Context: an optimization exercise on an open-source flow, tuned for small area, a short achievable clock period and few clock cycles per item. The choices shown serve that exercise and are no tape-out recipe. At most, simulation tests tie the RTL to the original design; equivalence was not proved.

==> run a: inputs <==
Design wrs_fmd, start of the top module:
module wrs_fmd (
    input  wire               clk,
    input  wire               rst,         
    input  wire               cfg_valid,
    input  wire        [15:0] cfg_gain,    
    input  wire               in_valid,
    output wire               in_ready,
    input  wire signed [15:0] in_i,
    input  wire signed [15:0] in_q,
    output wire               out_valid,
    input  wire               out_ready,
    output wire signed [15:0] out_y        
);
    reg        [15:0] gain;
    reg        [8:0] g_one, g_two, g_neg;      
    reg        [15:0] a_i, a_q;                
    reg        [7:0] bi_one, bi_two, bi_neg;   
    reg        [7:0] bq_one, bq_two, bq_neg;   
    reg               ov, sv, rdy;             
    reg        [15:0] oy, sy;                  
    wire en      = ~sv;
    wire in_fire = in_valid & rdy;
    assign in_ready  = rdy;
    assign out_valid = ov;
    assign out_y     = oy;
    wire [7:0] bi_one_n = {(a_i[14] ^ a_i[13]), (a_i[12] ^ a_i[11]), (a_i[10] ^ a_i[9]), (a_i[8] ^ a_i[7]), (a_i[6] ^ a_i[5]), (a_i[4] ^ a_i[3]), (a_i[2] ^ a_i[1]), (a_i[0] ^ 1'b0)};
  ...
Settings: LEC_CHECK=0, CAP_MARGIN=20, CORE_MARGIN=2, CORE_UTILIZATION=40, PLACE_DENSITY=0.6, SLEW_MARGIN=20; clock period 11.0 ns.
standard.sh (not shown) runs the stock make flow with config.mk's settings and CLKGATE_MAP_FILE= SYNTH_SCRIPT=/design/flow/synth_recipe.tcl, a recipe that flattens the netlist after the stock synthesis.
==> flow/flow/run.sh <==
#!/bin/bash
# The standard layout (standard synthesis unchanged), with setup repair
# aiming further below the clock period.  make's output goes to
# standard.log; each ORFS step keeps its own log under orfs/logs/.
bash standard.sh SETUP_SLACK_MARGIN=6.5 finish > standard.log 2>&1
==> run b: changes against run a <==
ABC_AREA = 1   (was not set)
==> run c: changes against run a <==
CTS_CLUSTER_DIAMETER = 100   (was not set)
CTS_CLUSTER_SIZE = 22   (was not set)
==> qor summary <==
	run b	run a	run c
Result of the run	complete, no violations	complete, no violations	complete, no violations
Routed wire length on met3	25200 um	16600 um	16300 um
Worst slew pin tran	1.18 ns	1.11 ns	1.12 ns
Required arrival time at the worst endpoint	11.52 ns	11.55 ns	11.62 ns
Post_cts resized	264	155	145
Area of the mapped netlist	0.118 sq mm	0.117 sq mm	0.117 sq mm
Taps Inserted	3919	3900	3900
Crit path top cell by count	fa_1	fa_2	-
Non-filler instance count after layout	15700	14500	14300
Share of the clock period used by the worst path after layout	0.417	0.416	0.413
Combined flip-flop and latch cell area	0.0419 sq mm	0.0419 sq mm	0.0419 sq mm
Met3 demand-to-capacity share in global routing	0.0388	0.0258	0.0247
Number of instances in the synthesized netlist	11600	10500	10500
Non-clk bufs	352	340	325
Synthesized net count	13500	12400	12400
Testbench counts of run a, summed over its fixed seeds: cycles 4,264, items 4,096.
Testbench counts of run b, summed over its fixed seeds: cycles 4,264, items 4,096.
Testbench counts of run c, summed over its fixed seeds: cycles 4,264, items 4,096.

========
==> 01-07 <==
Another version of the RTL of wrs_fmd (not shown whole).
Design wrs_fmd, start of the top module:
module wrs_fmd (
    input  wire               clk,
    input  wire               rst,         
    input  wire               cfg_valid,
    input  wire        [15:0] cfg_gain,    
    input  wire               in_valid,
    output wire               in_ready,
    input  wire signed [15:0] in_i,
    input  wire signed [15:0] in_q,
    output wire               out_valid,
    input  wire               out_ready,
    output wire signed [15:0] out_y        
);
clock: 11.0 ns
lec_check: 0
cap_margin: 20
core_margin: 2
core_utilization: 55
cts_cluster_diameter: 110
cts_cluster_size: 26
place_density: 0.7
slew_margin: 20
==> flow/flow/run.sh <==
#!/bin/bash
# The standard layout (standard synthesis unchanged), with setup repair
# aiming further below the clock period.  make's output goes to
# standard.log; each ORFS step keeps its own log under orfs/logs/.
bash standard.sh SETUP_SLACK_MARGIN=6.75 finish > standard.log 2>&1
==> inputs of 10-11, as changes to 01-07 <==
--- a/flow/design.v
+++ b/flow/design.v
@@ -220,15 +220,16 @@
     reg [0:0] sn_q16;
     reg [19:0] tha_q16;
     reg [0:0] zf_q16;
     reg [19:0] thp_q17;
     reg [0:0] d15_q17;
     reg [36:0] pa_q18;
     reg [36:0] pb_q18;
-    reg [18:0] vld;    
+    reg [15:0] res_q19;
+    reg [19:0] vld;    
     wire pp1 = ((bi_one[0] & a_i[0])) ^ bi_neg[0];
     wire pp2 = ((bi_one[0] & a_i[1]) | (bi_two[0] & a_i[0])) ^ bi_neg[0];
     wire pp3 = ((bi_one[0] & a_i[2]) | (bi_two[0] & a_i[1])) ^ bi_neg[0];
     wire pp4 = ((bi_one[0] & a_i[3]) | (bi_two[0] & a_i[2])) ^ bi_neg[0];
     wire pp5 = ((bi_one[0] & a_i[4]) | (bi_two[0] & a_i[3])) ^ bi_neg[0];
     wire pp6 = ((bi_one[0] & a_i[5]) | (bi_two[0] & a_i[4])) ^ bi_neg[0];
     wire pp7 = ((bi_one[0] & a_i[6]) | (bi_two[0] & a_i[5])) ^ bi_neg[0];
@@ -4901,15 +4902,15 @@
     wire hc4531 = pp4164 & 1'b1;
     wire [36:0] gp_0 = {hc4531, fc4529, fc4527, fc4525, fc4523, fc4521, fc4519, fc4517, fc4515, fc4513, fc4511, fc4509, fc4507, fc4505, fc4503, fc4501, fc4499, fc4497, fc4495, fc4493, fc4491, fc4489, fc4487, fc4485, fc4483, fc4481, fc4479, fc4477, fc4475, fc4473, fc4471, fc4469, fc4467, hc4465, hs4464, pp3978, pp3977};
     wire [36:0] gp_1 = {pp4165, hs4530, fs4528, fs4526, fs4524, fs4522, fs4520, fs4518, fs4516, fs4514, fs4512, fs4510, fs4508, fs4506, fs4504, fs4502, fs4500, fs4498, fs4496, fs4494, fs4492, fs4490, fs4488, fs4486, fs4484, fs4482, fs4480, fs4478, fs4476, fs4474, fs4472, fs4470, fs4468, fs4466, dg4167, dg4166, g_neg[0]};
     wire [37:0] ka4532 = {pa_q18, 1'b1} + {pb_q18, 1'b0};
     wire [36:0] p_c = ka4532[37:1];
     wire ovf = ~(&p_c[36:30] | ~|p_c[36:30]);
     wire [15:0] res_c = ovf ? (p_c[36] ? 16'h8000 : 16'h7fff) : p_c[30:15];
-    wire [15:0] res = res_c;
+    wire [15:0] res = res_q19;
     always @(posedge clk) begin
         if (en) begin
             ra_q1 <= rep_0;
             rb_q1 <= rep_1;
             ia_q1 <= imp_0;
             ib_q1 <= imp_1;
             are_q2 <= are_c;
@@ -5066,23 +5067,24 @@
             sn_q16 <= ~y_14[19];
             tha_q16 <= tha_c;
             zf_q16 <= zf;
             thp_q17 <= thp_c;
             d15_q17 <= d15_c;
             pa_q18 <= gp_0;
             pb_q18 <= gp_1;
+            res_q19 <= res_c;
         end
     end
     always @(posedge clk) begin
         if (rst)
-            vld <= 19'd0;
+            vld <= 20'd0;
         else if (en)
-            vld <= {vld[17:0], in_fire};
+            vld <= {vld[18:0], in_fire};
     end
-    wire last_v = vld[18];
+    wire last_v = vld[19];
     wire take = ~ov | out_ready;
     always @(posedge clk) begin
         if (rst) begin
             ov  <= 1'b0;
             sv  <= 1'b0;
             rdy <= 1'b1;
         end else if (take) begin
==> impl_results.md <==
* Run status: timing/DRC/antenna clean
* Synth top cells by count: 2,096 x xnor2_1, 1,357 x edfxtp_1, 1,106 x inv_1
* CP startpoint: y_q5[30]
* Top cell type's share of synthesized area at 34.2%
* Fmax at 0.234 GHz
* RePlAce Congestion at 0.903
* Die footprint at 220,000 um^2
* GRT Overall Usage at 27.5%
* R2R setup slack at 6.73 ns
* Post-DP Area at 122,000 um^2
the above is filed under 10-11

==> impl_results.md <==
* CP startpoint: d0_q2
* GRT Overall Usage at 26.5%
* Run status: timing/DRC/antenna clean
* Die footprint at 219,000 um^2
* Fmax at 0.221 GHz
* Post-DP Area at 122,000 um^2
* Top cell type's share of synthesized area at 33.9%
* CP dominant cell by count: a21o_1
* R2R setup slack at 6.48 ns
* Clock latency (worst-skew pair) at 0.75 ns
* RePlAce Congestion at 0.900
the above is filed under 01-07

Testbench counts of 10-11, summed over its fixed seeds: cycles 4,264, items 4,096.
For 01-07, only the layout was checked, not whether the RTL still works.

==> static timing again, ports no longer ideal <==
In the flow no input, the clock included, has a driving cell. The finished layouts below were timed again as built, in two steps. Step 1 assumes that a clkbuf_16 drives the clock port and a buf_2 every other input. Step 2, shift: input delay + t, output delay - t, t = (earliest + latest rising clock arrival at the registers) / 2. This alone moves slack from input paths to output paths. a / b / c = ideal / step 1 / step 2; a / b = the first two.
| run | t (ns) | setup WS [ns] | worst setup path after step 2 | clock arrival spread, ns | worst register clock-pin slew, ns |
|---|---|---|---|---|---|
| run a | 0.939 | 6.422 / 6.422 / 6.355 | input to register | 0.100 / 0.100 | 0.07 / 0.07 |
| run b | 0.927 | 6.411 / 6.411 / 6.102 | input to register | 0.121 / 0.121 | 0.08 / 0.08 |
| run c | 0.946 | 6.455 / 6.455 / 6.320 | input to register | 0.134 / 0.134 | 0.10 / 0.10 |
| 01-07 | 0.820 | 6.476 / 6.476 / 6.429 | input to register | 0.040 / 0.041 | 0.12 / 0.12 |
| 10-11 | 0.840 | 6.727 / 6.727 / 6.348 | input to register | 0.059 / 0.059 | 0.11 / 0.11 |
After both steps every run listed still meets setup and hold. For 10-11, which loses most, drivers alone change the setup slack by 0.000 ns; drivers and shift together by -0.379 ns.
